What follows belongs to an exercise in optimizing a design on an open flow for small area, a short achievable clock period and few clock cycles per item; a production flow would make more cautious choices.
RTL that was checked went through simulation tests only; none was proved equivalent to the original.
No functional check of the RTL was part of runs 1, 2 and 4 to 6.
Power is estimated from default activity; no workload was simulated.

### flow/flow/run.sh
#!/bin/bash
# The standard ORFS layout (standard.sh), with these changes to how the
# layout is made (the SDC and clock period stay the standard flow's):
#  - ports are buffered with buf_1 cells instead of delay buffers;
#  - synthesis does not map adders to the library's fa/ha cells (same
#    synthesis script and registers, the adders are left to ABC);
#  - timing repair aims for more setup slack, on the worst path only.
set -e
cat >> "$FLOW_CONFIG" <<'EOC'
export BUFFER_PORTS_ARGS = -buffer_cell sky130_fd_sc_hd__buf_1
export ADDER_MAP_FILE = 
export SETUP_SLACK_MARGIN = 8
export TNS_END_PERCENT = 0
EOC
bash standard.sh > standard.log 2>&1
### flow/standard.sh
#!/bin/bash
# synth_recipe.tcl (not shown) runs the flow's synth.tcl, then flattens the netlist and writes it again
# the make line also repeats each setting of config.mk as NAME=value (left out here)
make -C /OpenROAD-flow-scripts/flow DESIGN_CONFIG=/design/flow/config.mk WORK_HOME=/design/flow/orfs CLKGATE_MAP_FILE= SYNTH_SCRIPT=/design/flow/synth_recipe.tcl "${@:-finish}"
### flow/config.mk
export PLATFORM = sky130hd
export DESIGN_NAME = teavault_cipher
export DESIGN_NICKNAME = teavault_cipher
export VERILOG_FILES = /design/flow/design.v
export SDC_FILE = /design/flow/constraint.sdc
export NUM_CORES = 4
export LEC_CHECK = 0
export ABC_AREA = 1
export CAP_MARGIN = 20
export CORE_MARGIN = 2
export CORE_UTILIZATION = 40
export CTS_CLUSTER_DIAMETER = 100
export CTS_CLUSTER_SIZE = 30
export SLEW_MARGIN = 20
export BUFFER_PORTS_ARGS = -buffer_cell sky130_fd_sc_hd__buf_1
export ADDER_MAP_FILE = 
export SETUP_SLACK_MARGIN = 8
export TNS_END_PERCENT = 0
### flow/constraint.sdc
create_clock -name core_clock -period 12.0 [get_ports {clk}]
set_input_delay 2.4000 -clock core_clock [delete_from_list [all_inputs] [get_ports {clk}]]
set_output_delay 2.4000 -clock core_clock [all_outputs]
set_load 0.01 [all_outputs]
### flow/design.v
module teavault_cipher (
    input  wire         clk,
    input  wire         rst,           
    input  wire         in_valid,
    output wire         in_ready,
    input  wire         in_decrypt,    
    input  wire [127:0] in_key,
    input  wire [63:0]  in_block,
    output wire         out_valid,
    input  wire         out_ready,
    output wire [63:0]  out_block
);
    localparam [31:0] DELTA   = 32'h9E3779B9;
    localparam [31:0] INITSUM = 32'h8DDE6E40;    
    function [31:0] add32(input [31:0] x, input [31:0] y, input ci);
        reg [31:0] g, p, gg, pp, gn, pn;
        integer i, l;
        begin
            g = x & y;
            p = x ^ y;
            gg = g; pp = p;
            gg[0] = g[0] | (p[0] & ci);
            for (l = 0; l < 5; l = l + 1) begin
                gn = gg; pn = pp;
                for (i = 0; i < 32; i = i + 1)
                    if (i[l]) begin
                        gn[i] = gg[i] | (pp[i] & gg[((i >> l) << l) - 1]);
                        pn[i] = pp[i] & pp[((i >> l) << l) - 1];
                    end
                gg = gn; pp = pn;
            end
            add32 = p ^ {gg[30:0], ci};
        end
    endfunction
    reg        busy;       
    reg        full;       
    reg        ph;         
    reg        last;       
    reg        nz;         
    reg        sub;        
    reg [7:0]  cnt;        
    reg        dec;
    reg [31:0] a, b;       
    reg [31:0] sum;        
    reg [63:0] kp;         
    wire [31:0] ka  = kp[63:32];
    wire [31:0] kb  = kp[31:0];
    wire [31:0] f   = add32(b << 4, ka, 1'b0) ^ add32(b, sum, 1'b0) ^ add32(b >> 5, kb, 1'b0);
    wire [31:0] fx  = (f & {32{nz}}) ^ {32{sub}};    
    wire [31:0] nb  = add32(a, fx, sub);             
    wire [31:0] dd  = {DELTA[31:1] ^ {31{dec}}, 1'b1};    
    assign in_ready  = last;
    assign out_valid = full;
    assign out_block = {a, b};
    always @(posedge clk) begin
        if (dec ^ (busy & ~cnt[0]))
            kp <= in_key[63:0];
        else
            kp <= in_key[127:64];
        if (busy) begin
            a   <= b;
            if (cnt[0])
                sum <= sum + dd;
            cnt <= cnt + 8'd1;
            nz  <= (cnt != 8'd127);
            sub <= dec & (cnt != 8'd127);
        end else begin
            if (!full)
                a <= (ph ^ in_decrypt) ? in_block[63:32] : in_block[31:0];
            sum <= dec ? INITSUM : DELTA;
            cnt <= 8'd0;
            dec <= in_decrypt;
            nz  <= ph;
            sub <= ph & dec;
        end
        if (!full)
            b <= nb;
        if (rst) begin
            busy <= 1'b0;
            full <= 1'b0;
            ph   <= 1'b0;
            last <= 1'b0;
        end else if (busy) begin
            last <= ~last & (cnt == (dec ? 8'd127 : 8'd126));
            if (last) begin
                busy <= 1'b0;
                full <= 1'b1;
            end
        end else if (full) begin
            if (out_ready)
                full <= 1'b0;
        end else if (ph) begin
            ph   <= 1'b0;
            busy <= 1'b1;
        end else begin
            ph   <= in_valid;
        end
    end
endmodule
==> reports/metrics.cfg, run 1 <==
[detailed_routing]
drt-initial-drc-count=965
dr.pass1.iters=6
drcViolationCount=0
drtAntennaViolNets=0
vias=16926
wire_per_inst_um=14.64
wl_um=49410
via_per_inst=5.017

[worst_setup_path]
arrival_ns=1.38
crit_path_end_kind=primary output
critPathKind=flop to primary output
worstPathMaxFanout=5
r2r-start=b[8]$_DFFE_PN_
crit_start=b[7]$_DFFE_PN_
critical_path_required_ns=9.60
cp-start-kind=flop

[cells_and_area]
fillers=4113
layout.nets=3033
diodes=0
fin_cells=3374
final_area_sq_mm=0.01848
area_growth_pct=14.58
layout-drive-gt1-share_pct=8.915

[floorplan]
initial_core_util_pct=40.58
die_h_um=204.8
die_area_sq_mm=0.04193
ios=263
core.rowCount=73
die_w_um=204.8
core_sq_mm=0.03973

[hold_path]
hold_start=cnt[7]$_SDFF_PN0_
hp-class=flop to flop

[logic_synthesis]
ys_ff_latch=175
yosysMostFrequentCell=nand2_1
syn_area_sq_mm=0.01612
netlist_instances=2569
ys_seq_area_share_pct=27.75
synth_top_cells_by_area=nand2_1, edfxtp_1, dfxtp_1
ys_warn_count=1
synth_nets=2766
ys.flop_type=edfxtp_1
synth_cell_types=61
yosys.area.top_type=nand2_1
synth_top_cells_by_count=nand2_1, inv_1, nor2_1, nand3_1, edfxtp_1
syn_avg_cell_area_sq_um=6.276
synth_edf_count=97
synth_top_area_share_pct=19.41
async_reset_ff_share_pct=0

[sta]
rsz0062_at_grt=true
fmaxAchievable_mhz=264.3
slew_headroom_pct=29.74
whs_ns=0.4606
fin_crit_sh_pct=31.52
fin_skew_ns=0.02162
tightest_slew_ns=1.050
slew_violations=0
setup_slack_ns=8.217
finalHoldViolations=0
setup-tns-final_ns=0
layout_min_cycle_time_ns=3.783
setup_viol=0

[clock_network]
numCtsBuffers=17
cts_max_level=4
cts_root_buffer=clkbuf_16
cts_sinks=175
cts_tree=built
insertion_delay_ns=0.48
clockBufferDepth=2
cts.clk_slew.worst_paths_ns=0.08

[grt]
track_usage_pct=23.41
grt_pass1_vias=15511
grt_max_degree=93
antenna_found_initial=0
gr-total-overflow=0
grt_first_pass_wirelength_um=77400

[place]
port_buffers=262
routabilityCongestion=0.8733
dp_hpwl_um=37270
dp_cells=3312
place_area_sq_mm=0.01756
pre_cts_slack_ns=7.911

[power_and_ir_drop]
vdd_drop_max_mv=0.09826
p_leak_nw=9.402
power_density_mw_per_mm2=278.4

[job]
cap_violations=0

[outcome]
outcome=complete, no violations

[power breakdown]
group          internal [mW]  switching (mW)  leakage [nW]
Sequential             0.847           0.211          1.67
Combinational           1.24            2.29          7.46
Clock                  0.280           0.274         0.281
Total                   2.36            2.78          9.40
[state kept, by name (all words and copies together) (netlist names), 8 cells and up]
signal  cells
sum        32
a          32
cnt         8
kp         64
b          32
[cells by family after synthesis]
logic type | synth area share [%]
AO/OA/AOI/OAI | 9.040
XOR/XNOR | 6.666
buffers and inverters | 10.58
flip-flops | 27.75
multiplexers | 4.470
AND/OR/NAND/NOR | 41.49
[layout by cell type (no fill, tap or decap), types with 9 or more instances in the layout]
cell type  netlist  final
nand2_1        834    831
inv_1          363    361
nor2_1         293    290
buf_1            1    262
nand3_1        228    227
edfxtp_1        97     97
o21ai_0         77     77
dfxtp_1         78     77
a21oi_1         78     76
mux2_2          64     64
xnor2_1         51     51
xor2_1          49     49
nand4_1         47     47
a31oi_1         37     37
buf_4           11     37
nand3b_1        29     29
nand2_2         28     26
nor3_1          19     19
clkbuf_16        0     18
nor2_2          15     17
a21boi_0        15     14
or2_2           13     13
inv_2           11     11
nor2_4           8      9
[layout make-up]
cell class / count / area (sq um) / share of cell area, %
Multi-Input combinational cell: 1965 / 10070 / 54.50
Sequential cell: 175 / 4476 / 24.22
Inverter: 375 / 1413 / 7.646
Timing Repair Buffer: 301 / 1301 / 7.043
Tap cell: 525 / 656.9 / 3.555
Clock buffer: 18 / 450.4 / 2.438
Clock inverter: 14 / 103.9 / 0.5621
Timing Repair inverter: 1 / 5.005 / 0.02709
[critical path, cell delays in order (launching register included)]
cell	delay, ns
edfxtp_1	0.45
buf_4	0.19
buf_4	0.14
buf_1	0.12
[through the flow]
step	util (%)	power [mW]
global placement	44.21	4.350
CTS	45.62	5.006
floorplan	-	3.668
finish	46.50	5.143
detailed placement	44.21	4.427
global route	46.50	5.701
[repair_timing]
item,CTS,global route
buffers inserted,0,28
endpoints found under the setup margin,6,28
hold buffers,0,0
pin swaps,0,3
gates cloned,1,1
resized for setup,1,25
[worst paths after layout]
kind                            cells after the start  slack, ns                end
worst max register to register                     24       8.30    b[25]$_DFFE_PN_
worst min register to register                      1       0.46  cnt[7]$_SDFF_PN0_
worst max-delay path                                3       8.22       out_block[7]
worst min-delay path                                1       0.46  cnt[7]$_SDFF_PN0_
[layer usage]
| layer | wire length (um) | global-route usage (%) |
|---|---|---|
| met5 | 0 | 0 |
| met4 | 1002 | 7.169 |
| met3 | 2735 | 3.882 |
| met2 | 22600 | 38.15 |
| met1 | 23070 | 31.63 |
==> run 2: changes to the inputs <==
--- a/flow/flow/run.sh
+++ b/flow/flow/run.sh
@@ -9,7 +9,7 @@
 cat >> "$FLOW_CONFIG" <<'EOC'
 export BUFFER_PORTS_ARGS = -buffer_cell sky130_fd_sc_hd__buf_1
 export ADDER_MAP_FILE = 
-export SETUP_SLACK_MARGIN = 8
+export SETUP_SLACK_MARGIN = 8.5
 export TNS_END_PERCENT = 0
 EOC
 bash standard.sh > standard.log 2>&1
--- a/flow/config.mk
+++ b/flow/config.mk
@@ -9,10 +9,8 @@
 export CAP_MARGIN = 20
 export CORE_MARGIN = 2
 export CORE_UTILIZATION = 40
-export CTS_CLUSTER_DIAMETER = 100
-export CTS_CLUSTER_SIZE = 30
 export SLEW_MARGIN = 20
 export BUFFER_PORTS_ARGS = -buffer_cell sky130_fd_sc_hd__buf_1
 export ADDER_MAP_FILE = 
-export SETUP_SLACK_MARGIN = 8
+export SETUP_SLACK_MARGIN = 8.5
 export TNS_END_PERCENT = 0
==> run 2 against run 1 <==
  * Sequential power down 4%
  * Final cell count increased by 2.3%
  * Register-to-register slack improved by 0.04 ns
  * Count of clock-buffer cells in the layout did not move
  * Synthesized cell count unchanged
  * Wire length up 6.3%
  * Final area increased by 8.1%
  * Clock power about the same
  * Worst hold slack about the same
  * Combinational power up 19%
==> reports/metrics.cfg, run 2 <==
[outcome]
outcome=complete, no violations

[grt]
gr-total-overflow=0  ; unchanged
grt_pass1_vias=15602  ; +0.59%
track_usage_pct=23.45  ; +0.037 points
antenna_found_initial=0  ; unchanged
grt_first_pass_wirelength_um=77890  ; +0.63%
grt_max_degree=93  ; unchanged

[logic_synthesis]
netlist_instances=2569  ; unchanged
synth_top_area_share_pct=19.41  ; unchanged
async_reset_ff_share_pct=0  ; unchanged
syn_area_sq_mm=0.01612  ; unchanged
ys_warn_count=1  ; unchanged
syn_avg_cell_area_sq_um=6.276  ; unchanged
ys_seq_area_share_pct=27.75  ; unchanged
synth_cell_types=61  ; unchanged
ys_ff_latch=175  ; unchanged
synth_nets=2766  ; unchanged
yosysMostFrequentCell=nand2_1
synth_top_cells_by_count=nand2_1, inv_1, nor2_1, nand3_1, edfxtp_1
ys.flop_type=edfxtp_1
synth_top_cells_by_area=nand2_1, edfxtp_1, dfxtp_1
synth_edf_count=97  ; unchanged
yosys.area.top_type=nand2_1

[power_and_ir_drop]
p_clk_share_pct=9.6  ; -1.2 points
p_leak_nw=10.05  ; +6.9%
power_density_mw_per_mm2=289.1  ; +3.9%
seqPwrFrac_pct=17.6  ; -3.0 points
p_total_mw=5.775  ; +12%
p_int_mw=2.681  ; +13%
p_sw_share_pct=53.59  ; -0.44 points
p_comb_share_pct=72.7  ; +4.1 points
p_switching_mw=3.095  ; +11%
vdd_drop_max_mv=0.1113  ; +13%

[clock_network]
insertion_delay_ns=0.48  ; about the same
clockBufferDepth=2  ; unchanged
numCtsBuffers=17  ; unchanged
cts.clk_slew.worst_paths_ns=0.07  ; about the same
cts_sinks=175  ; unchanged
cts_tree=built
cts_max_level=4  ; unchanged
cts_root_buffer=clkbuf_16
holdBufCountCts=0  ; unchanged

[worst_setup_path]
critical_path_required_ns=9.60  ; about the same
cp-start-kind=flop
critPathKind=flop to primary output
cpPeakStageDelay_ns=0.43  ; -0.02 ns
crit_path_end_kind=primary output
arrival_ns=1.33  ; -0.05 ns
worstPathMaxFanout=5  ; unchanged
cp_slowest_cell=edfxtp_1
cp_common_cell=buf_4
crit_chain=buf_4 > buf_4 > buf_1
rr_worst_depth=26  ; +8.3%

[cells_and_area]
layout.nets=3112  ; +2.6%
diodes=0  ; unchanged
largest_register_ffs=64  ; unchanged
fillers=4017  ; -2.3%
top_register=kp
final_common_cell=nand2_1
final_area_sq_mm=0.01998  ; +8.1%
fin_cells=3453  ; +2.3%
layout_common_cells=nand2_1, inv_1, buf_1, nor2_1, nand3_1
layout-drive-gt1-share_pct=16.84  ; +7.9 points
area_growth_pct=23.89

[sta]
setup-tns-final_ns=0  ; unchanged
slew_violations=0  ; unchanged
setup_viol=0  ; unchanged
tightest_slew_ns=1.048  ; -0.002287 ns
fmaxAchievable_mhz=268.0  ; +1.4%
slew_headroom_pct=29.90  ; +0.15 points
fin_skew_ns=0.02146  ; -0.0001667 ns
rsz0062_at_grt=true
fin_crit_sh_pct=31.09  ; -0.43 points
layout_min_cycle_time_ns=3.731  ; -0.05167 ns
finalHoldViolations=0  ; unchanged

[detailed_routing]
vias=17521  ; +3.5%
drtAntennaViolNets=0  ; unchanged
wire_per_inst_um=15.21  ; +3.9%
drcViolationCount=0  ; unchanged
via_per_inst=5.074  ; +1.1%
wl_um=52540  ; +6.3%
dr.pass1.iters=5  ; -1
drt-initial-drc-count=1178  ; +22%

[hold_path]
hp-class=flop to flop
min_path_cells=1  ; unchanged

[place]
routabilityCongestion=0.8733  ; unchanged
dp_hpwl_um=37270  ; unchanged
dp_cells=3312  ; unchanged
place_area_sq_mm=0.01756  ; unchanged
port_buffers=262  ; unchanged

[floorplan]
initial_core_util_pct=40.58  ; unchanged
die_area_sq_mm=0.04193  ; unchanged
core.rowCount=73  ; unchanged
ios=263  ; unchanged
die_w_um=204.8  ; unchanged
die_h_um=204.8  ; unchanged
core_sq_mm=0.03973  ; unchanged

[job]
cap_violations=0  ; unchanged

## run 2: cell counts after synthesis
No cell type changed its count.
## run 2: worst paths after layout
check,startpoint,end,slack (ns)
worst max register to register,b[11]$_DFFE_PN_,b[25]$_DFFE_PN_,8.34
worst min-delay path,cnt[7]$_SDFF_PN0_,cnt[7]$_SDFF_PN0_,0.46
worst min register to register,cnt[7]$_SDFF_PN0_,cnt[7]$_SDFF_PN0_,0.46
worst max-delay path,b[1]$_DFFE_PN_,out_block[1],8.27
## run 2: worst max-delay path, delay by kind of cell, from the launching register on
kind                   cells  cell delay (ns)
DFF                        1             0.43
buffers and inverters      3             0.43
## run 2: cells by family after synthesis
logic type | Yosys count | synth area share, %
AOI/OAI and AO/OA | 250 | 9.040
buffers and inverters | 430 | 10.58
muxes | 64 | 4.470
and+or+nand+nor | 1541 | 41.49
DFF | 175 | 27.75
xor gates and xnor gates | 109 | 6.666
## run 2: timing repair
action / 4_1_cts / 5_1_grt
gates resized for setup: 7 / 248
endpoints found under the setup margin: 103 / 115
pin swaps: 0 / 75
buffers inserted: 13 / 89
hold endpoints to repair: 0 / 0
gates cloned: 1 / 6
## run 2: metrics by stage
| step | hold slack [ns] | worst slack (ns) | utilization [%] |
|---|---|---|---|
| after CTS | 0.4613 | 8.264 | 45.95 |
| after floorplan | 0.4240 | 8.517 | - |
| final | 0.4605 | 8.269 | 50.28 |
| after global placement | 0.4446 | 7.995 | 44.21 |
| after global routing | 0.5000 | 8.125 | 50.28 |
| after detailed placement | 0.4482 | 7.911 | 44.21 |
## run 2: power groups by stage
stage | registers, mW | logic (mW) | clock network (mW)
final | 1.02 | 4.20 | 0.556
after global routing | 1.04 | 4.69 | 0.587
after CTS | 1.09 | 3.38 | 0.570
after detailed placement | 1.13 | 3.30 | 0
after global placement | 1.12 | 3.23 | 0
after floorplan | 1.03 | 2.64 | 0
## run 2: final cells by class
type,count,area [sq um],share of cell area (%)
Timing Repair inverter,1,5.005,0.02505
Timing Repair Buffer,376,1971,9.865
Multi-Input combinational cell,1969,10900,54.57
Sequential cell,175,4476,22.40
Tap cell,525,656.9,3.288
Clock buffer,18,450.4,2.255
Inverter,375,1413,7.071
Clock inverter,14,103.9,0.5199
## run 2: per-layer routing
layer  global-route usage (%)  share of wire (%)
met3                    3.611                5.7
met2                    38.60                 47
met1                    31.83                 46
met5                        0                  0
met4                    6.392                2.1
==> run 3: changes to the inputs <==
--- a/flow/design.v
+++ b/flow/design.v
@@ -32,6 +32,62 @@
             add32 = p ^ {gg[30:0], ci};
         end
     endfunction
+    function [31:0] add32bk(input [31:0] x, input [31:0] y, input ci);
+        reg [31:0] g, p, gg, pp;
+        integer i, l;
+        begin
+            g = x & y;
+            p = x ^ y;
+            gg = g; pp = p;
+            gg[0] = g[0] | (p[0] & ci);
+            for (l = 0; l < 5; l = l + 1)
+                for (i = 0; i < 32; i = i + 1)
+                    if (((i + 1) % (2 << l)) == 0) begin
+                        gg[i] = gg[i] | (pp[i] & gg[i - (1 << l)]);
+                        pp[i] = pp[i] & pp[i - (1 << l)];
+                    end
+            for (l = 3; l >= 0; l = l - 1)
+                for (i = 0; i < 32; i = i + 1)
+                    if (((i + 1) % (2 << l)) == (1 << l) && i >= (2 << l)) begin
+                        gg[i] = gg[i] | (pp[i] & gg[i - (1 << l)]);
+                        pp[i] = pp[i] & pp[i - (1 << l)];
+                    end
+            add32bk = p ^ {gg[30:0], ci};
+        end
+    endfunction
+    function [31:0] add32sp4(input [31:0] x, input [31:0] y, input ci);
+        reg [31:0] g, p;
+        reg [31:0] c;   
+        reg [31:0] BG, BP, GG, PP, GN, PN;   
+        integer i, j, l, nb;
+        begin
+            g = x & y; p = x ^ y;
+            nb = 32 / 4;
+            for (i = 0; i < 32 / 4; i = i + 1) begin
+                BG[i] = 1'b0; BP[i] = 1'b1;
+                for (j = 0; j < 4; j = j + 1) begin
+                    BG[i] = g[i*4+j] | (p[i*4+j] & BG[i]);
+                    BP[i] = BP[i] & p[i*4+j];
+                end
+            end
+            GG = BG; PP = BP;
+            for (l = 0; l < 5; l = l + 1) begin
+                GN = GG; PN = PP;
+                for (i = 0; i < 32 / 4; i = i + 1)
+                    if (i[l]) begin
+                        GN[i] = GG[i] | (PP[i] & GG[((i >> l) << l) - 1]);
+                        PN[i] = PP[i] & PP[((i >> l) << l) - 1];
+                    end
+                GG = GN; PP = PN;
+            end
+            for (i = 0; i < 32 / 4; i = i + 1) begin
+                c[i*4] = (i == 0) ? ci : (GG[i-1] | (PP[i-1] & ci));
+                for (j = 1; j < 4; j = j + 1)
+                    c[i*4+j] = g[i*4+j-1] | (p[i*4+j-1] & c[i*4+j-1]);
+            end
+            add32sp4 = p ^ c;
+        end
+    endfunction
     reg        busy;       
     reg        full;       
     reg        ph;         
@@ -60,7 +116,7 @@
         if (busy) begin
             a   <= b;
             if (cnt[0])
-                sum <= sum + dd;
+                sum <= add32bk(sum, dd, 1'b0);
             cnt <= cnt + 8'd1;
             nz  <= (cnt != 8'd127);
             sub <= dec & (cnt != 8'd127);
--- a/flow/flow/run.sh
+++ b/flow/flow/run.sh
@@ -9,7 +9,7 @@
 cat >> "$FLOW_CONFIG" <<'EOC'
 export BUFFER_PORTS_ARGS = -buffer_cell sky130_fd_sc_hd__buf_1
 export ADDER_MAP_FILE = 
-export SETUP_SLACK_MARGIN = 8.5
+export SETUP_SLACK_MARGIN = 8
 export TNS_END_PERCENT = 0
 EOC
 bash standard.sh > standard.log 2>&1
--- a/flow/config.mk
+++ b/flow/config.mk
@@ -12,5 +12,5 @@
 export SLEW_MARGIN = 20
 export BUFFER_PORTS_ARGS = -buffer_cell sky130_fd_sc_hd__buf_1
 export ADDER_MAP_FILE = 
-export SETUP_SLACK_MARGIN = 8.5
+export SETUP_SLACK_MARGIN = 8
 export TNS_END_PERCENT = 0
==> run 3 against run 2 <==
  * Register-to-register slack about the same
  * Via count down 7.8%
  * Die area decreased by 2.6%
  * Still clean on timing, DRC and antenna
  * First-iteration DRC count fell by 12%
  * Count of clock-buffer cells in the layout increased by 3
  * Non-clock buffer count down 77
  * Flip-flop and latch count unchanged
  * Sequential power is 7% higher
  * Combinational power fell by 18%
  * Largest cell class unchanged
  * Critical path type unchanged
==> reports/metrics.cfg, run 3 <==
[outcome]
outcome=complete, no violations

[grt]
grt.met1_usage_pct=32.00  ; +0.16 points
met2_usage_pct=38.45  ; -0.15 points
met3_usage_pct=2.918  ; -0.69 points
grt_first_pass_wirelength_um=75460  ; -3.1%
antenna_found_initial=0  ; unchanged
gr-total-overflow=0  ; unchanged
grt_max_degree=64  ; -31%
gr-max-usage-layer=met2
track_usage_pct=23.18  ; -0.27 points
grt_pass1_vias=14781  ; -5.3%

[cells_and_area]
fin_util_pct=46.53  ; -3.8 points
final_common_cell=nand2_1
layout_common_cells=nand2_1, inv_1, buf_1, nor2_1, nand3_1
diodes=0  ; unchanged
top_register=kp
regArea_sq_mm=0.004479  ; about the same
final_area_sq_mm=0.01798  ; -10%
largest_register_ffs=64  ; unchanged
multi_input_comb_area_sq_mm=0.009733  ; -11%
fillers=4042  ; +0.62%
area_growth_pct=14.59
layout.nets=2900  ; -6.8%
layout-drive-gt1-share_pct=10.60  ; -6.2 points
fin_cells=3234  ; -6.3%

[detailed_routing]
vias=16162  ; -7.8%
drcViolationCount=0  ; unchanged
wl_um=47710  ; -9.2%
wire_per_inst_um=14.75  ; -3.0%
dr.pass1.iters=5  ; unchanged
drt-initial-drc-count=1033  ; -12%
drtAntennaViolNets=0  ; unchanged
via_per_inst=4.998  ; -1.5%

[worst_setup_path]
worstPathMaxFanout=10  ; +5
critPathKind=flop to primary output
cp_slowest_cell=edfxtp_1
worstSetupEndpoint=out_block[26]
crit_path_end_kind=primary output
path_depth=1  ; -2
r2r_end=b[25]$_DFFE_PN_
cpPeakStageDelay_ns=0.64  ; +0.21 ns
crit_start=b[26]$_DFFE_PN_
worstPathBufferInverterCount=1  ; -2
arrival_ns=1.30  ; -0.03 ns
rrSetupSlack_ns=8.35  ; about the same
rr_worst_depth=27  ; +3.8%
r2r-start=b[6]$_DFFE_PN_
crit_chain=buf_1
cp-start-kind=flop
cp_top_family=flip-flops
critical_path_required_ns=9.60  ; about the same

[clock_network]
numCtsBuffers=17  ; unchanged
cts_max_level=4  ; unchanged
holdBufCountCts=0  ; unchanged
cts.clk_slew.worst_paths_ns=0.07  ; about the same
clockBufferDepth=2  ; unchanged
cts_sinks=175  ; unchanged
cts_root_buffer=clkbuf_16
insertion_delay_ns=0.46  ; -0.02 ns
cts_tree=built

[logic_synthesis]
syn_avg_cell_area_sq_um=6.423  ; +2.3%
synth_compound_area_share_pct=8.707  ; -0.33 points
synth_xor_xnor_area_share_pct=7.400  ; +0.73 points
synth_cell_types=55  ; -9.8%
async_reset_ff_share_pct=0  ; unchanged
synth_top_family_by_area=simple AND/OR/NAND/NOR gates
synth_nets=2640  ; -4.6%
synthAdderAreaFrac_pct=0  ; unchanged
synth_top_cells_by_count=nand2_1, inv_1, nor2_1, nand3_1, edfxtp_1
syn_area_sq_mm=0.01569  ; -2.7%
ys_seq_area_share_pct=28.51  ; +0.77 points
ys_warn_count=1  ; unchanged
synth-simple-area-share_pct=41.01  ; -0.48 points
netlist_instances=2443  ; -4.9%
ys_ff_latch=175  ; unchanged
synth_top_cells_by_area=nand2_1, edfxtp_1, dfxtp_1
muxShareOfSynthArea_pct=4.593  ; +0.12 points
yosysMostFrequentCell=nand2_1
ys.flop_type=edfxtp_1
synth_top_area_share_pct=19.59  ; +0.18 points
yosys.area.top_type=nand2_1
synth_edf_count=97  ; unchanged

[sta]
layout_min_cycle_time_ns=3.699  ; -0.03212 ns
setup_viol=0  ; unchanged
tightest_slew_ns=1.067  ; +0.01900 ns
setup_slack_ns=8.301  ; +0.03212 ns
fmaxAchievable_mhz=270.3  ; +0.87%
slew_headroom_pct=28.63  ; -1.3 points
slew_violations=0  ; unchanged
fin_skew_ns=0.01456  ; -0.006896 ns
rsz0062_at_grt=true
finalHoldViolations=0  ; unchanged
fin_crit_sh_pct=30.83  ; -0.27 points
setup-tns-final_ns=0  ; unchanged

[floorplan]
core_sq_mm=0.03865  ; -2.7%
die_w_um=202.1  ; -1.3%
initial_core_util_pct=40.60  ; about the same
ios=263  ; unchanged
core.rowCount=72  ; -1.4%
die_h_um=202.1  ; -1.3%
die_area_sq_mm=0.04083  ; -2.6%

[power_and_ir_drop]
power_density_mw_per_mm2=283.6  ; -1.9%
p_leak_nw=9.132  ; -9.1%
vdd_drop_max_mv=0.09172  ; -18%

[place]
pre_cts_slack_ns=8.013  ; +0.1021 ns
routabilityCongestion=0.8561  ; -2.0%
dp_cells=3175  ; -4.1%
place_area_sq_mm=0.01712  ; -2.5%
port_buffers=262  ; unchanged
dp_hpwl_um=36470  ; -2.1%

[hold_path]
hp-class=flop to flop
min_path_cells=2  ; +1

[job]
cap_violations=0  ; unchanged

## run 3: worst min-delay path by stage
stage                                   end  slack, ns              start
after floorplan           cnt[3]$_SDFF_PN0_       0.42  cnt[3]$_SDFF_PN0_
after global placement    cnt[3]$_SDFF_PN0_       0.43  cnt[3]$_SDFF_PN0_
after detailed placement  cnt[3]$_SDFF_PN0_       0.47  cnt[3]$_SDFF_PN0_
final                     cnt[3]$_SDFF_PN0_       0.48  cnt[3]$_SDFF_PN0_
after CTS                 cnt[3]$_SDFF_PN0_       0.48  cnt[3]$_SDFF_PN0_
after global routing      cnt[3]$_SDFF_PN0_       0.50  cnt[3]$_SDFF_PN0_
## run 3: cell type report
class / instances / share of cell area (%)
flip-flops and latches: 175 / 24.91
multi-input cells: 1880 / 54.13
repair buffers: 299 / 7.125
clock buffers: 21 / 2.742
well taps: 518 / 3.604
clock inverters: 11 / 0.5497
inverters: 330 / 6.938
## run 3: where the power goes
| part | total [mW] | switching (mW) | internal, mW | leakage, nW |
|---|---|---|---|---|
| registers | 1.09 | 0.238 | 0.848 | 1.67 |
| clock network | 0.586 | 0.268 | 0.318 | 0.290 |
| logic | 3.43 | 2.21 | 1.22 | 7.18 |
## run 3: worst min-delay path, cell delays in order (launching register included)
cell	delay, ns
dfxtp_1	0.32
inv_1	0.06
a21oi_1	0.06
## run 3: kinds of logic (layout without fill, tap and decap cells)
| family | after synthesis | after routing |
|---|---|---|
| compound gates | 234 | 234 |
| xor+xnor | 116 | 116 |
| buf+inv | 388 | 661 |
| flops | 175 | 175 |
| mux | 64 | 64 |
| simple gates | 1466 | 1466 |
## run 3: through the flow
step	total power, mW	hold slack, ns
floorplan	3.648	0.4240
global placement	4.327	0.4341
detailed placement	4.396	0.4737
CTS	5.008	0.4849
global route	5.627	0.5005
finish	5.099	0.4834
## run 3: timing repair
item,in CTS,in global routing
buffers inserted,0,27
gates resized for setup,0,13
setup endpoints to repair,0,29
## run 3: per-layer routing
metal	routed length, um	vias to the layer above
li1	-	8358
met1	22790	7364
met2	21730	393
met3	2384	47
met4	805	0
met5	0	-
Testbench counts of run 3, summed over its fixed seeds: cycles 168,315, items 1,280.
==> run 4: changes to the inputs <==
--- a/flow/design.v
+++ b/flow/design.v
@@ -101,7 +101,11 @@
     reg [63:0] kp;         
     wire [31:0] ka  = kp[63:32];
     wire [31:0] kb  = kp[31:0];
-    wire [31:0] f   = add32(b << 4, ka, 1'b0) ^ add32(b, sum, 1'b0) ^ add32(b >> 5, kb, 1'b0);
+    wire [31:0] t1, t2, t3;
+    tv_add_bk u_t1 (.x(b << 4), .y(ka),  .ci(1'b0), .s(t1));    
+    tv_add_bk u_t2 (.x(b),      .y(sum), .ci(1'b0), .s(t2));    
+    tv_add_bk u_t3 (.x(b >> 5), .y(kb),  .ci(1'b0), .s(t3));    
+    wire [31:0] f   = t1 ^ t2 ^ t3;
     wire [31:0] fx  = (f & {32{nz}}) ^ {32{sub}};    
     wire [31:0] nb  = add32(a, fx, sub);             
     wire [31:0] dd  = {DELTA[31:1] ^ {31{dec}}, 1'b1};    
@@ -153,3 +157,42 @@
         end
     end
 endmodule
+module tv_add_bk (
+    input  wire [31:0] x,
+    input  wire [31:0] y,
+    input  wire        ci,
+    output wire [31:0] s
+);
+    wire [31:0] g0 = x & y;
+    wire [31:0] p0 = x ^ y;
+    wire [31:0] g [0:9];
+    wire [31:0] p [0:9];
+    assign g[0] = {g0[31:1], g0[0] | (p0[0] & ci)};
+    assign p[0] = p0;
+    genvar l, i;
+    generate
+        for (l = 1; l <= 5; l = l + 1) begin : up
+            for (i = 0; i < 32; i = i + 1) begin : b
+                if (((i + 1) % (1 << l)) == 0) begin : n
+                    assign g[l][i] = g[l-1][i] | (p[l-1][i] & g[l-1][i - (1 << (l-1))]);
+                    assign p[l][i] = p[l-1][i] & p[l-1][i - (1 << (l-1))];
+                end else begin : w
+                    assign g[l][i] = g[l-1][i];
+                    assign p[l][i] = p[l-1][i];
+                end
+            end
+        end
+        for (l = 6; l <= 9; l = l + 1) begin : dn
+            for (i = 0; i < 32; i = i + 1) begin : b
+                if ((((i + 1) % (1 << (10 - l))) == (1 << (9 - l))) && (i >= (1 << (10 - l)))) begin : n
+                    assign g[l][i] = g[l-1][i] | (p[l-1][i] & g[l-1][i - (1 << (9 - l))]);
+                    assign p[l][i] = p[l-1][i] & p[l-1][i - (1 << (9 - l))];
+                end else begin : w
+                    assign g[l][i] = g[l-1][i];
+                    assign p[l][i] = p[l-1][i];
+                end
+            end
+        end
+    endgenerate
+    assign s = p0 ^ {g[9][30:0], ci};
+endmodule
==> run 4 against run 3 <==
  * Via count is 8.7% lower
  * Critical path type is now flop to flop
  * Worst hold slack better by 0.0088 ns
  * Largest cell class unchanged
  * Global-route usage is 0.91 points lower
  * Critical endpoint is now b[31]$_DFFE_PN_
  * Sequential power hardly changed
  * Die area is 7.2% lower
  * Final area is 5.1% lower
  * Largest power group unchanged
  * Area after synthesis is 7.3% lower
  * Clock power is 4.8% lower
==> reports/metrics.cfg, run 4 <==
[outcome]
outcome=complete, no violations

[job]
cap_violations=0  ; unchanged

[detailed_routing]
drt-initial-drc-count=879  ; -15%
wire_per_inst_um=14.35  ; -2.7%
vias=14749  ; -8.7%
via_per_inst=4.941  ; -1.1%
dr.pass1.iters=5  ; unchanged
wl_um=42840  ; -10%
drtAntennaViolNets=0  ; unchanged
drcViolationCount=0  ; unchanged

[sta]
rsz0062_at_grt=true
slew_violations=0  ; unchanged
fin_skew_ns=0.01573  ; +0.001173 ns
fmaxAchievable_mhz=267.5  ; -1.0%
setup_viol=0  ; unchanged
tightest_slew_ns=1.012  ; -0.05407 ns
layout_min_cycle_time_ns=3.738  ; +0.03905 ns
finalHoldViolations=0  ; unchanged
fin_crit_sh_pct=31.15  ; +0.33 points
slew_headroom_pct=32.26  ; +3.6 points
whs_ns=0.4922  ; +0.008814 ns
setup-tns-final_ns=0  ; unchanged

[power_and_ir_drop]
p_comb_share_pct=66.3  ; -0.9 points
p_switching_mw=2.472  ; -9.0%
p_sw_share_pct=51.54  ; -1.7 points
seqPwrFrac_pct=22.1  ; +0.8 points
power_density_mw_per_mm2=281.1  ; -0.86%
p_leak_nw=8.497  ; -7.0%
p_total_mw=4.796  ; -6.0%
p_clk_share_pct=11.6  ; about the same
p_int_mw=2.324  ; -2.5%
vdd_drop_max_mv=0.1119  ; +22%

[worst_setup_path]
arrival_ns=3.95  ; +2.65 ns
worstPathMaxFanout=10  ; unchanged
cp-start-kind=flop
crit_path_end_kind=flop
critical_path_required_ns=12.21  ; +2.61 ns
critPathKind=flop to flop

[floorplan]
die_h_um=194.7  ; -3.6%
die_w_um=194.7  ; -3.6%
initial_core_util_pct=40.80  ; +0.20 points
core_sq_mm=0.03566  ; -7.7%
core.rowCount=69  ; -4.2%
ios=263  ; unchanged
die_area_sq_mm=0.03791  ; -7.2%

[cells_and_area]
layout_common_cells=nand2_1, buf_1, inv_1, nor2_1, nand3_1
layout-drive-gt1-share_pct=12.64  ; +2.0 points
fin_util_pct=47.84  ; +1.3 points
diodes=0  ; unchanged
layout.nets=2708  ; -6.6%
largest_register_ffs=64  ; unchanged
final_common_cell=nand2_1
top_register=kp
regArea_sq_mm=0.004477  ; about the same
area_growth_pct=17.26
fillers=3633  ; -10%
multi_input_comb_area_sq_mm=0.008894  ; -8.6%

[grt]
grt_max_degree=93  ; +45%
grt_pass1_vias=13368  ; -9.6%
gr-total-overflow=0  ; unchanged
track_usage_pct=22.27  ; -0.91 points
antenna_found_initial=0  ; unchanged
grt_first_pass_wirelength_um=67140  ; -11%

[logic_synthesis]
synthAdderAreaFrac_pct=0.06881  ; +0.069 points
synth_top_cells_by_area=edfxtp_1, nand2_1, dfxtp_1
synth-simple-area-share_pct=40.44  ; -0.57 points
syn_area_sq_mm=0.01455  ; -7.3%
synth_top_cells_by_count=nand2_1, inv_1, nor2_1, nand3_1, edfxtp_1
synth_cell_types=51  ; -7.3%
synth_nets=2412  ; -8.6%
yosysMostFrequentCell=nand2_1
async_reset_ff_share_pct=0  ; unchanged
synth_top_family_by_area=simple AND/OR/NAND/NOR gates
ys_warn_count=2  ; +1
syn_avg_cell_area_sq_um=6.567  ; +2.2%
ys_seq_area_share_pct=30.76  ; +2.2 points
netlist_instances=2215  ; -9.3%
yosys.area.top_type=edfxtp_1
ys.flop_type=edfxtp_1
synth_top_area_share_pct=20.02  ; +0.43 points
muxShareOfSynthArea_pct=4.954  ; +0.36 points
synth_edf_count=97  ; unchanged
synth_compound_area_share_pct=7.672  ; -1.0 points
ys_ff_latch=175  ; unchanged
synth_xor_xnor_area_share_pct=7.303  ; -0.097 points

[place]
dp_hpwl_um=31610  ; -13%
routabilityCongestion=0.9048  ; +5.7%
port_buffers=262  ; unchanged

[clock_network]
cts.clk_slew.worst_paths_ns=0.07  ; about the same
cts_tree=built
numCtsBuffers=17  ; unchanged
cts_root_buffer=clkbuf_16
clockBufferDepth=2  ; unchanged
cts_sinks=175  ; unchanged
cts_max_level=4  ; unchanged
insertion_delay_ns=0.46  ; about the same

[hold_path]
hp-class=flop to flop

-- run 4: changes by cell type after synthesis, sizes merged, moves of 8 or more --
cell and change:
inv -50, buf +9, nand3 -17, xnor3 -8, nor2 -36, a21oi -33
or2 +8, clkbuf -13, nand2 -78, xnor2 +11
-- run 4: cell type report --
class	count	area share (%)
Clock buffer	19	2.538
Clock inverter	13	0.7555
Inverter	276	6.103
Multi-Input combinational cell	1710	52.14
Sequential cell	175	26.25
Tap cell	461	3.382
Timing Repair Buffer	329	8.780
Timing Repair inverter	2	0.05868
-- run 4: worst max-delay path: stages, from the launching register on --
cell and delay (ns):
edfxtp_1 0.43, buf_4 0.17, buf_4 0.13, xnor2_1 0.18
xor2_1 0.27, nand3_1 0.14, nand3_1 0.09, nand2_1 0.06
nand2_1 0.10, nor2_1 0.06, o21ai_1 0.25, nand2_1 0.10
nand2_1 0.16, nand2_1 0.09, nand2_2 0.09, nand2_1 0.07
nand2_2 0.10, nand2_1 0.07, nand2_2 0.10, nand2_2 0.07
nand2_4 0.09, nand2_2 0.08, nand2_4 0.13, nand2_2 0.08
nand2_4 0.16, nand2_2 0.07, nand3_1 0.07, nand2_1 0.06
-- run 4: cell families (layout without fill, tap and decap cells) --
| kind of cell | after synthesis | after routing |
|---|---|---|
| and+or+nand+nor | 1339 | 1339 |
| xor gates and xnor gates | 118 | 118 |
| adders and majority gates | 1 | 1 |
| AOI/OAI and AO/OA | 188 | 188 |
| DFF | 175 | 175 |
| muxes | 64 | 64 |
| buffers and inverters | 330 | 639 |
-- run 4: power groups by stage --
stage,Clock [mW],Combinational (mW),Sequential [mW]
floorplan,0,2.35,1.02
global placement,0,2.85,1.14
detailed placement,0,2.90,1.14
CTS,0.570,2.93,1.13
global route,0.589,3.61,1.08
finish,0.558,3.18,1.06
-- run 4: repair_timing --
action | CTS | global route
pin swaps | 0 | 4
hold buffers | 0 | 0
cloned | 0 | 2
resized for setup | 1 | 25
setup buffers | 0 | 57
setup endpoints to repair | 40 | 25
-- run 4: worst paths after layout --
path,start,to,slack [ns],depth (start not counted)
max,b[6]$_DFFE_PN_,b[31]$_DFFE_PN_,8.26,27
min reg2reg,cnt[7]$_SDFF_PN0_,cnt[7]$_SDFF_PN0_,0.49,2
min,cnt[7]$_SDFF_PN0_,cnt[7]$_SDFF_PN0_,0.49,2
max reg2reg,b[6]$_DFFE_PN_,b[31]$_DFFE_PN_,8.26,27
-- run 4: through the flow --
step	cell area, sq um	setup WS [ns]	std cells
2_1_floorplan	14550	8.517	2215
3_3_place_gp	15960	8.089	2894
3_5_place_dp	15960	7.984	2894
4_1_cts	16520	8.028	2926
5_1_grt	17060	7.920	2985
6_report	17060	8.262	2985
-- run 4: layer usage --
metal	global-route usage, %	wire (um)
met1	29.87	20100
met2	37.24	19950
met3	3.210	2023
met4	6.410	769
met5	0	0
==> run 5: changes to the inputs <==
--- a/flow/design.v
+++ b/flow/design.v
@@ -107,7 +107,8 @@
     tv_add_bk u_t3 (.x(b >> 5), .y(kb),  .ci(1'b0), .s(t3));    
     wire [31:0] f   = t1 ^ t2 ^ t3;
     wire [31:0] fx  = (f & {32{nz}}) ^ {32{sub}};    
-    wire [31:0] nb  = add32(a, fx, sub);             
+    wire [31:0] nb;                                   
+    tv_add_bk u_nb (.x(a), .y(fx), .ci(sub), .s(nb));
     wire [31:0] dd  = {DELTA[31:1] ^ {31{dec}}, 1'b1};    
     assign in_ready  = last;
     assign out_valid = full;
==> run 5 against run 4 <==
  * Highest routed layer unchanged
  * Wire length is 9.1% lower
  * Count of clock-buffer cells in the layout is 1 lower
  * Clock power is 2% lower
  * Via count is 5.7% lower
  * Critical path type is now input port to flop
  * Critical path depth is 20 lower
  * Core utilization is 1.1 points lower
  * Non-clock buffer count is 33 lower
  * Critical endpoint is now a[21]$_DFFE_PP_
  * Flip-flop and latch count stayed put
  * Sequential share of layout area is 0.78 points higher
==> reports/metrics.cfg, run 5 <==
[detailed_routing]
drt-initial-drc-count=621  ; -29%
dr.pass1.iters=6  ; +1
top_layer_used=met4
wire_per_inst_um=13.64  ; -4.9%
drtAntennaViolNets=0  ; unchanged
wl_met2_um=18550  ; -7.0%
vias=13910  ; -5.7%
wl_um=38950  ; -9.1%
dr_wl_met3_um=1711  ; -15%
via_per_inst=4.872  ; -1.4%
drcViolationCount=0  ; unchanged
drt-met1-wl_um=18190  ; -9.5%

[floorplan]
core.rowCount=69  ; unchanged
die_area_sq_mm=0.03750  ; -1.1%
initial_core_util_pct=40.54  ; -0.25 points
ios=263  ; unchanged
core_sq_mm=0.03548  ; -0.48%
die_h_um=193.6  ; -0.54%
die_w_um=193.6  ; -0.54%

[grt]
grt_pass1_vias=12956  ; -3.1%
antenna_found_initial=0  ; unchanged
grt_max_degree=65  ; -30%
gr-total-overflow=0  ; unchanged
track_usage_pct=20.72  ; -1.5 points
grt_first_pass_wirelength_um=62800  ; -6.5%

[place]
pre_cts_slack_ns=7.600  ; -0.3841 ns
place_area_sq_mm=0.01575  ; -1.3%
routabilityCongestion=0.8614  ; -4.8%
dp_hpwl_um=28950  ; -8.4%
port_buffers=262  ; unchanged

[worst_setup_path]
crit_path_end_kind=flop
critical_path_required_ns=12.17  ; -0.04 ns
cp-start-kind=input port
cpPeakStageDelay_ns=0.63  ; +0.20 ns
worstPathBufferInverterCount=3  ; +1
rrSetupSlack_ns=8.17  ; -0.09 ns
r2r_end=b[31]$_DFFE_PN_
arrival_ns=4.06  ; +0.11 ns
r2r-start=b[17]$_DFFE_PN_
worstPathMaxFanout=33  ; +23
cp_slowest_cell=nand2_2
rr_worst_depth=31  ; +15%
crit_start=in_decrypt
path_depth=7  ; -74%
worstSetupEndpoint=a[21]$_DFFE_PP_
cp_top_family=simple AND/OR/NAND/NOR gates
critPathKind=input port to flop
crit_chain=buf_1 > or2_2 > nand2_2 > inv_1 > buf_4 > nand2_1 > a31oi_1

[logic_synthesis]
ys_seq_area_share_pct=31.10  ; +0.34 points
synth_nets=2314  ; -4.1%
synth_edf_count=97  ; unchanged
ys.flop_type=edfxtp_1
ys_warn_count=2  ; unchanged
ys_ff_latch=175  ; unchanged
synth_top_area_share_pct=20.25  ; +0.22 points
netlist_instances=2117  ; -4.4%
yosysMostFrequentCell=nand2_1
yosys.area.top_type=edfxtp_1
synth_cell_types=56  ; +9.8%
synth_top_cells_by_count=nand2_1, inv_1, nor2_1, nand3_1, edfxtp_1
synth_top_cells_by_area=edfxtp_1, nand2_1, dfxtp_1
syn_avg_cell_area_sq_um=6.796  ; +3.5%
syn_area_sq_mm=0.01439  ; -1.1%
async_reset_ff_share_pct=0  ; unchanged

[job]
cap_violations=0  ; unchanged

[clock_network]
cts_root_buffer=clkbuf_16
holdBufCountCts=0  ; unchanged
insertion_delay_ns=0.45  ; about the same
cts_tree=built
cts_sinks=175  ; unchanged
clockBufferDepth=2  ; unchanged
cts_max_level=4  ; unchanged
cts.clk_slew.worst_paths_ns=0.08  ; about the same
numCtsBuffers=17  ; unchanged

[sta]
setup_viol=0  ; unchanged
fmaxAchievable_mhz=257.1  ; -3.9%
fin_crit_sh_pct=32.42  ; +1.3 points
setup-tns-final_ns=0  ; unchanged
slew_headroom_pct=29.35  ; -2.9 points
finalHoldViolations=0  ; unchanged
tightest_slew_ns=1.056  ; +0.04354 ns
rsz0062_at_grt=true
setup_slack_ns=8.110  ; -0.1517 ns
whs_ns=0.4879  ; -0.004248 ns
layout_min_cycle_time_ns=3.890  ; +0.1517 ns
fin_skew_ns=0.01262  ; -0.003109 ns
slew_violations=0  ; unchanged

[cells_and_area]
multi_input_comb_area_sq_mm=0.008733  ; -1.8%
regArea_sq_mm=0.004477  ; unchanged
largest_register_ffs=64  ; unchanged
area_growth_pct=15.16
layout.nets=2578  ; -4.8%
layout_common_cells=nand2_1, buf_1, inv_1, nor2_1, nand3_1
top_register=kp
layout-drive-gt1-share_pct=12.61  ; -0.024 points
fillers=3603  ; -0.83%
final_area_sq_mm=0.01657  ; -2.9%
final_common_cell=nand2_1
diodes=0  ; unchanged

[power_and_ir_drop]
vdd_drop_max_mv=0.1206  ; +7.8%
p_leak_nw=8.156  ; -4.0%
power_density_mw_per_mm2=280.7  ; -0.17%
p_total_mw=4.650  ; -3.0%

[hold_path]
hp-class=flop to flop

[outcome]
outcome=complete, no violations

==> run 5: cell count changes after synthesis, sizes merged, moves of 6 or more <==
cell / before / now
inv: 272 / 253
nand2: 792 / 731
nand3: 193 / 166
nand4: 46 / 32
nor2: 243 / 255
nor3: 17 / 10
o21ai: 71 / 65
xor2: 60 / 80
==> run 5: final cells by class <==
class	count	share of cell area, %
multi-input combinational	1632	52.72
sequential	175	27.02
timing repair buffer	296	7.515
inverter	258	5.883
tap	461	3.482
clock buffer	18	2.590
clock inverter	14	0.7628
timing repair inverter	1	0.03021
==> run 5: tightest hold or removal path, stage by stage, from the launching register on <==
cell and delay (ns):
dfxtp_1 0.32, nand2_1 0.07, a21oi_1 0.05
==> run 5: layer usage <==
layer,vias to the layer above,global-route usage [%]
li1,7314,-
met1,6278,27.29
met2,286,35.83
met3,32,3.183
met4,0,4.524
met5,-,0
==> run 5: cells by family after synthesis <==
| group | count (synthesis) | share of synthesized area [%] |
|---|---|---|
| mux | 64 | 5.010 |
| compound gates | 183 | 7.497 |
| flops | 175 | 31.10 |
| fa+ha+maj | 1 | 0.06958 |
| xor+xnor | 136 | 9.097 |
| buf+inv | 310 | 8.662 |
| simple gates | 1248 | 38.56 |
==> run 5: metrics by stage <==
stage               instances  util (%)
CTS                      2829     45.98
floorplan                2117         -
finish                   2855     46.69
global placement         2796     44.38
global route             2855     46.69
detailed placement       2796     44.38
==> run 5: what timing repair did <==
item | in CTS | in global routing
buffers inserted | 0 | 26
pin swaps | 0 | 3
gates resized for setup | 2 | 17
gates cloned | 1 | 0
endpoints found under the setup margin | 9 | 95
==> run 5: how the worst min path moves through the flow <==
stage	slack, ns	startpoint	endpoint	cells past startpoint
after global placement	0.45	cnt[7]$_SDFF_PN0_	cnt[7]$_SDFF_PN0_	2
after detailed placement	0.47	cnt[7]$_SDFF_PN0_	cnt[7]$_SDFF_PN0_	2
after CTS	0.48	cnt[7]$_SDFF_PN0_	cnt[7]$_SDFF_PN0_	2
after floorplan	0.44	cnt[7]$_SDFF_PN0_	cnt[7]$_SDFF_PN0_	2
after global routing	0.52	cnt[2]$_SDFF_PN0_	cnt[2]$_SDFF_PN0_	1
final	0.49	cnt[7]$_SDFF_PN0_	cnt[7]$_SDFF_PN0_	2
==> run 5: power by group <==
part	leakage (nW)	switching, mW	internal, mW
Sequential	1.66	0.230	0.852
Clock	0.263	0.273	0.273
Combinational	6.23	1.88	1.14
==> run 6: changes to the inputs <==
--- a/flow/design.v
+++ b/flow/design.v
@@ -107,8 +107,7 @@
     tv_add_bk u_t3 (.x(b >> 5), .y(kb),  .ci(1'b0), .s(t3));    
     wire [31:0] f   = t1 ^ t2 ^ t3;
     wire [31:0] fx  = (f & {32{nz}}) ^ {32{sub}};    
-    wire [31:0] nb;                                   
-    tv_add_bk u_nb (.x(a), .y(fx), .ci(sub), .s(nb));
+    wire [31:0] nb  = add32(a, fx, sub);             
     wire [31:0] dd  = {DELTA[31:1] ^ {31{dec}}, 1'b1};    
     assign in_ready  = last;
     assign out_valid = full;
--- a/flow/flow/run.sh
+++ b/flow/flow/run.sh
@@ -11,5 +11,6 @@
 export ADDER_MAP_FILE = 
 export SETUP_SLACK_MARGIN = 8
 export TNS_END_PERCENT = 0
+export CTS_ARGS = -sink_clustering_enable -repair_clock_nets -dont_use_dummy_load
 EOC
 bash standard.sh > standard.log 2>&1
--- a/flow/config.mk
+++ b/flow/config.mk
@@ -14,3 +14,4 @@
 export ADDER_MAP_FILE = 
 export SETUP_SLACK_MARGIN = 8
 export TNS_END_PERCENT = 0
+export CTS_ARGS = -sink_clustering_enable -repair_clock_nets -dont_use_dummy_load
==> run 6 against run 5 <==
  * Still clean on timing, DRC and antenna
  * Count of clock-buffer cells in the layout decreased by 1
  * Fmax increased by 2.9%
  * Sequential power about the same
  * Non-clock buffer count increased by 31
  * Area after synthesis increased by 1.1%
  * Critical path type is now flop to primary output
==> reports/metrics.cfg, run 6 <==
[floorplan]
ios=263  ; unchanged
core_sq_mm=0.03566  ; +0.49%
die_area_sq_mm=0.03791  ; +1.1%
core.rowCount=69  ; unchanged
initial_core_util_pct=40.80  ; +0.25 points
die_h_um=194.7  ; +0.54%
die_w_um=194.7  ; +0.54%

[cells_and_area]
final_common_cell=nand2_1
final_area_sq_mm=0.01687  ; +1.8%
layout_common_cells=nand2_1, buf_1, inv_1, nor2_1, nand3_1
top_register=kp
layout.nets=2706  ; +5.0%
diodes=0  ; unchanged
fin_cells=2968  ; +4.0%
largest_register_ffs=64  ; unchanged
layout-drive-gt1-share_pct=11.89  ; -0.73 points
area_growth_pct=15.98
fin_util_pct=47.32  ; +0.63 points

[logic_synthesis]
synth_top_area_share_pct=20.02  ; -0.22 points
syn_avg_cell_area_sq_um=6.567  ; -3.4%
ys_seq_area_share_pct=30.76  ; -0.34 points
synth_top_cells_by_count=nand2_1, inv_1, nor2_1, nand3_1, edfxtp_1
async_reset_ff_share_pct=0  ; unchanged
synth_nets=2412  ; +4.2%
syn_area_sq_mm=0.01455  ; +1.1%
synth_top_cells_by_area=edfxtp_1, nand2_1, dfxtp_1
yosys.area.top_type=edfxtp_1
ys_warn_count=2  ; unchanged
ys_ff_latch=175  ; unchanged
netlist_instances=2215  ; +4.6%
yosysMostFrequentCell=nand2_1
synth_cell_types=51  ; -8.9%
synth_edf_count=97  ; unchanged
ys.flop_type=edfxtp_1

[sta]
slew_headroom_pct=31.50  ; +2.2 points
rsz0062_at_grt=true
fin_crit_sh_pct=31.49  ; -0.93 points
tightest_slew_ns=1.024  ; -0.03218 ns
finalHoldViolations=0  ; unchanged
setup_viol=0  ; unchanged
fmaxAchievable_mhz=264.6  ; +2.9%
slew_violations=0  ; unchanged
fin_skew_ns=0.02673  ; +0.01410 ns
setup-tns-final_ns=0  ; unchanged
layout_min_cycle_time_ns=3.779  ; -0.1113 ns

[job]
cap_violations=0  ; unchanged

[grt]
gr-total-overflow=0  ; unchanged
track_usage_pct=22.16  ; +1.4 points
grt_pass1_vias=13288  ; +2.6%
grt_max_degree=93  ; +43%
grt_first_pass_wirelength_um=66890  ; +6.5%
antenna_found_initial=0  ; unchanged

[clock_network]
cts_root_buffer=clkbuf_16
insertion_delay_ns=0.46  ; about the same
numCtsBuffers=17  ; unchanged
cts_max_level=4  ; unchanged
cts.clk_slew.worst_paths_ns=0.07  ; about the same
holdBufCountCts=0  ; unchanged
cts_tree=built
cts_sinks=175  ; unchanged
clockBufferDepth=2  ; unchanged

[power_and_ir_drop]
power_density_mw_per_mm2=277.4  ; -1.2%
p_leak_nw=8.420  ; +3.2%
vdd_drop_max_mv=0.1124  ; -6.8%
p_total_mw=4.680  ; +0.66%

[place]
dp_cells=2894  ; +3.5%
dp_hpwl_um=31610  ; +9.2%
place_area_sq_mm=0.01596  ; +1.3%
port_buffers=262  ; unchanged
routabilityCongestion=0.9048  ; +5.0%

[detailed_routing]
wire_per_inst_um=14.33  ; +5.0%
wl_um=42530  ; +9.2%
vias=14626  ; +5.1%
drcViolationCount=0  ; unchanged
via_per_inst=4.928  ; +1.1%
drtAntennaViolNets=0  ; unchanged
drt-initial-drc-count=903  ; +45%
dr.pass1.iters=5  ; -1

[worst_setup_path]
arrival_ns=1.38  ; -2.68 ns
critical_path_required_ns=9.60  ; -2.57 ns
crit_path_end_kind=primary output
critPathKind=flop to primary output
cp-start-kind=flop
worstPathMaxFanout=7  ; -79%

[outcome]
outcome=complete, no violations

[hold_path]
hp-class=flop to flop

==> run 6: changes by cell type in the layout (fill, tap and decap cells not counted), moves of 5 or more <==
cell	delta
inv_8	-5
nor2_4	-5
inv_1	+20
nor3_1	+6
xor2_1	-16
buf_4	+30
nand3_1	+24
nand2_4	-6
xnor2_1	+6
nand2_2	-6
nand4_1	+14
nand2_1	+73
==> run 6: per-stage QoR <==
step | hold WS [ns] | setup slack, ns
2_1_floorplan | 0.4545 | 8.517
3_3_place_gp | 0.4695 | 8.089
3_5_place_dp | 0.4859 | 7.984
4_1_cts | 0.4953 | 8.022
5_1_grt | 0.5177 | 7.923
6_report | 0.4921 | 8.221
==> run 6: routing by layer <==
metal / vias to the layer above / track usage (%) / part of all wire [%]
met5: - / 0 / 0
met4: 0 / 5.271 / 1.1
met3: 28 / 3.071 / 3.8
met2: 270 / 37.44 / 47
met1: 6649 / 29.93 / 48
li1: 7679 / - / -
==> run 6: area by class of cell <==
cell class / instances / area, sq um
clock buffers: 17 / 425.4
fillers: 3658 / 18780
inverters: 276 / 1041
multi-input cells: 1710 / 8859
flip-flops and latches: 175 / 4477
well taps: 461 / 576.8
repair buffers: 327 / 1483
repair inverters: 2 / 10.01
==> run 6: critical path: stages, from the launching register on <==
cell and delay [ns]:
edfxtp_1 0.50, buf_4 0.19, buf_4 0.12, buf_1 0.13
==> run 6: cells by family (layout without fill, tap and decap cells) <==
| kind of cell | count (synthesis) | in the layout | synth area share, % |
|---|---|---|---|
| AOI/OAI and AO/OA | 188 | 188 | 7.672 |
| DFF | 175 | 175 | 30.76 |
| muxes | 64 | 64 | 4.954 |
| buffers and inverters | 330 | 622 | 8.799 |
| and+or+nand+nor | 1339 | 1339 | 40.44 |
| adders and majority gates | 1 | 1 | 0.06881 |
| xor gates and xnor gates | 118 | 118 | 7.303 |
==> run 6: timing repair <==
action                                  in CTS  in global routing
cloned                                       0                  2
pin swaps                                    0                  3
gates resized for setup                      1                 17
hold endpoints to repair                     0                  0
buffers inserted                             0                 55
endpoints found under the setup margin      40                 25
==> run 6: where the power goes <==
part	internal [mW]	leakage, nW	switching, mW	total [mW]
combinational	1.18	6.55	1.98	3.15
clock	0.246	0.209	0.225	0.471
sequential	0.848	1.66	0.207	1.06
==> run 6: worst paths after layout <==
kind	from	endpoint	slack, ns	cells after the start
hold reg to reg	cnt[7]$_SDFF_PN0_	cnt[7]$_SDFF_PN0_	0.49	2
hold / removal	cnt[7]$_SDFF_PN0_	cnt[7]$_SDFF_PN0_	0.49	2
setup reg to reg	b[6]$_DFFE_PN_	b[31]$_DFFE_PN_	8.27	26
setup / recovery	b[8]$_DFFE_PN_	out_block[8]	8.22	3
==> run 7: changes to the inputs <==
--- a/flow/design.v
+++ b/flow/design.v
@@ -125,7 +125,7 @@
             nz  <= (cnt != 8'd127);
             sub <= dec & (cnt != 8'd127);
         end else begin
-            if (!full)
+            if (!full || out_ready)
                 a <= (ph ^ in_decrypt) ? in_block[63:32] : in_block[31:0];
             sum <= dec ? INITSUM : DELTA;
             cnt <= 8'd0;
@@ -133,7 +133,7 @@
             nz  <= ph;
             sub <= ph & dec;
         end
-        if (!full)
+        if (!full || out_ready)
             b <= nb;
         if (rst) begin
             busy <= 1'b0;
@@ -147,8 +147,10 @@
                 full <= 1'b1;
             end
         end else if (full) begin
-            if (out_ready)
+            if (out_ready) begin
                 full <= 1'b0;
+                ph   <= in_valid;
+            end
         end else if (ph) begin
             ph   <= 1'b0;
             busy <= 1'b1;
==> run 7 against run 6 <==
  * Synthesized cell count is 0.77% lower
  * Global-route usage shrank 0.19 points
  * Final area shrank 0.32%
  * Setup slack lost 0.0048 ns
  * Clock skew down 0.0072 ns
  * Core utilization is 0.26 points lower
  * Area after synthesis rose by 0.28%
  * Critical path type unchanged
==> reports/metrics.cfg, run 7 <==
[detailed_routing]
drt-initial-drc-count=715  ; -21%
drtAntennaViolNets=0  ; unchanged
via_per_inst=4.917  ; -0.22%
wl_um=42160  ; -0.87%
wire_per_inst_um=14.37  ; +0.27%
drcViolationCount=0  ; unchanged
vias=14427  ; -1.4%
dr.pass1.iters=5  ; unchanged

[cells_and_area]
layout-drive-gt1-share_pct=10.84  ; -1.0 points
layout_common_cells=nand2_1, inv_1, buf_1, nor2_1, nand3_1
fin_cells=2934  ; -1.1%
top_register=kp
area_growth_pct=15.28
largest_register_ffs=64  ; unchanged
final_common_cell=nand2_1
multi_input_comb_area_sq_mm=0.008922  ; +0.72%
diodes=0  ; unchanged
regArea_sq_mm=0.004476  ; about the same
fillers=3705  ; +1.3%
layout.nets=2672  ; -1.3%

[logic_synthesis]
syn_avg_cell_area_sq_um=6.637  ; +1.1%
synth_top_area_share_pct=19.97  ; -0.057 points
synth_top_cells_by_area=edfxtp_1, nand2_1, dfxtp_1
async_reset_ff_share_pct=0  ; unchanged
syn_area_sq_mm=0.01459  ; +0.28%
ys_seq_area_share_pct=30.67  ; -0.087 points
synth_top_cells_by_count=nand2_1, inv_1, nor2_1, nand3_1, edfxtp_1
synth_cell_types=56  ; +9.8%
yosysMostFrequentCell=nand2_1
ys.flop_type=edfxtp_1
ys_warn_count=2  ; unchanged
netlist_instances=2198  ; -0.77%
synth_edf_count=97  ; unchanged
ys_ff_latch=175  ; unchanged
yosys.area.top_type=edfxtp_1
synth_nets=2395  ; -0.70%

[worst_setup_path]
rrSetupSlack_ns=8.26  ; about the same
r2r_end=b[30]$_DFFE_PN_
cp-start-kind=flop
critPathKind=flop to primary output
worstPathMaxFanout=4  ; -3
critical_path_required_ns=9.60  ; about the same
arrival_ns=1.38  ; about the same
rr_worst_depth=28  ; +7.7%
r2r-start=b[8]$_DFFE_PN_
crit_start=b[2]$_DFFE_PN_
worstSetupEndpoint=out_block[2]
crit_path_end_kind=primary output

[clock_network]
cts.clk_slew.worst_paths_ns=0.07  ; about the same
insertion_delay_ns=0.45  ; about the same
cts_root_buffer=clkbuf_16
clockBufferDepth=2  ; unchanged
cts_tree=built
numCtsBuffers=17  ; unchanged
holdBufCountCts=0  ; unchanged
cts_sinks=175  ; unchanged
cts_max_level=4  ; unchanged

[floorplan]
die_h_um=195.0  ; +0.14%
core_sq_mm=0.03574  ; +0.24%
initial_core_util_pct=40.81  ; about the same
ios=263  ; unchanged
die_area_sq_mm=0.03801  ; +0.28%
die_w_um=195.0  ; +0.14%
core.rowCount=69  ; unchanged

[sta]
tightest_slew_ns=1.007  ; -0.01664 ns
fmaxAchievable_mhz=264.3  ; -0.13%
fin_crit_sh_pct=31.53  ; +0.040 points
slew_violations=0  ; unchanged
slew_headroom_pct=32.85  ; +1.4 points
setup-tns-final_ns=0  ; unchanged
setup_slack_ns=8.217  ; -0.004760 ns
rsz0062_at_grt=true
layout_min_cycle_time_ns=3.783  ; +0.004760 ns
fin_skew_ns=0.01957  ; -0.007163 ns
finalHoldViolations=0  ; unchanged
setup_viol=0  ; unchanged

[outcome]
outcome=complete, no violations

[power_and_ir_drop]
vdd_drop_max_mv=0.1142  ; +1.6%
power_density_mw_per_mm2=275.5  ; -0.69%
p_leak_nw=8.426  ; about the same

[grt]
grt_first_pass_wirelength_um=66540  ; -0.52%
gr-total-overflow=0  ; unchanged
track_usage_pct=21.97  ; -0.19 points
grt_max_degree=91  ; -2.2%
antenna_found_initial=0  ; unchanged
grt_pass1_vias=13263  ; -0.19%

[place]
port_buffers=262  ; unchanged
pre_cts_slack_ns=7.825  ; -0.1585 ns
dp_cells=2881  ; -0.45%
routabilityCongestion=0.8847  ; -2.2%
dp_hpwl_um=31390  ; -0.71%

[hold_path]
hp-class=flop to flop

[job]
cap_violations=0  ; unchanged

-- run 7: cell types whose count changed in the layout (fill, tap and decap cells not counted), moves of 7 or more --
cell / delta
nand2_2: -10
xnor2_1: -7
nand4_1: -9
buf_4: -18
inv_1: +8
nor2_1: -7
xor2_1: +8
-- run 7: through the flow --
stage                     area (sq um)  hold slack (ns)  util [%]  power [mW]
after CTS                        16460           0.4866     46.05       4.514
after global routing             16820           0.5114     47.05       5.131
after floorplan                  14590           0.4538         -       3.361
final                            16820           0.4824     47.05       4.633
after detailed placement         16020           0.4757     44.83       4.015
after global placement           16000           0.4687     44.77       3.953
-- run 7: kinds of logic after synthesis --
kind of cell	share of synthesized area (%)
muxes	4.940
AOI/OAI and AO/OA	7.737
buffers and inverters	8.903
xor gates and xnor gates	8.714
DFF	30.67
and+or+nand+nor	38.97
adders and majority gates	0.06862
-- run 7: report_power, final --
part           total [mW]  internal, mW  switching, mW
clock network       0.475         0.247          0.228
registers            1.08         0.848          0.227
logic                3.08          1.14           1.94
total                4.63          2.24           2.39
-- run 7: layout make-up --
type                    count  share of cell area, %
well taps                 461                  3.430
multi-input cells        1691                  53.05
inverters                 280                  6.279
flip-flops and latches    175                  26.61
repair inverters            1                0.02976
clock buffers              17                  2.530
repair buffers            309                  8.065
-- run 7: worst max-delay path, cell delays in order, from the launching register on --
cell and delay [ns]:
edfxtp_1 0.50, buf_4 0.19, buf_4 0.13, buf_1 0.12
-- run 7: how the worst min path moves through the flow --
stage | start | end | cells past startpoint
2_1_floorplan | cnt[7]$_SDFF_PN0_ | cnt[7]$_SDFF_PN0_ | 2
3_3_place_gp | cnt[7]$_SDFF_PN0_ | cnt[7]$_SDFF_PN0_ | 2
3_5_place_dp | last$_SDFFE_PP0P_ | last$_SDFFE_PP0P_ | 2
4_1_cts | last$_SDFFE_PP0P_ | last$_SDFFE_PP0P_ | 2
5_1_grt | cnt[7]$_SDFF_PN0_ | cnt[7]$_SDFF_PN0_ | 2
6_report | last$_SDFFE_PP0P_ | last$_SDFFE_PP0P_ | 2
-- run 7: routing by layer --
metal / vias to the layer above / wire length, um / global-route usage [%]
met5: - / 0 / 0
met4: 0 / 733 / 6.050
met3: 48 / 2026 / 3.938
met2: 303 / 19500 / 37.08
met1: 6501 / 19900 / 28.87
li1: 7575 / - / -
-- run 7: timing repair --
action | CTS | global route
cloned | 1 | 0
endpoints found under the setup margin | 6 | 22
buffers inserted | 0 | 35
resized for setup | 2 | 27
Testbench counts of run 7, summed over its fixed seeds: cycles 167,043, items 1,280.

## static timing again, ports no longer ideal
How much do the figures lean on ideal ports? The routed layouts below were timed once more, with nothing changed but the port constraints. Step 1 sets driving cells, clkbuf_16 on the clock port and buf_2 on the other inputs (assumed; they add their load-dependent delay and slew). Step 2, shift: input delay + t, output delay - t, t = (earliest + latest rising clock arrival at the registers) / 2. This alone moves slack from input paths to output paths. Slacks: ideal / step 1 / step 2; pairs: ideal / step 1.
run | t, ns | setup slack, ns | worst setup path after step 2
run 1 | 0.522 | 8.217 / 8.163 / 7.870 | input to register
run 2 | 0.522 | 8.269 / 8.215 / 7.863 | input to register
run 3 | 0.500 | 8.301 / 8.250 / 8.018 | input to register
run 4 | 0.503 | 8.262 / 8.216 / 8.167 | input to register
run 5 | 0.500 | 8.110 / 8.141 / 7.641 | input to register
run 6 | 0.497 | 8.221 / 8.169 / 8.154 | input to register
run 7 | 0.491 | 8.217 / 8.163 / 7.857 | input to register
After both steps setup and hold are still met in every run listed. For run 5, which loses most, drivers alone change the setup slack by +0.031 ns; drivers and shift together by -0.469 ns.
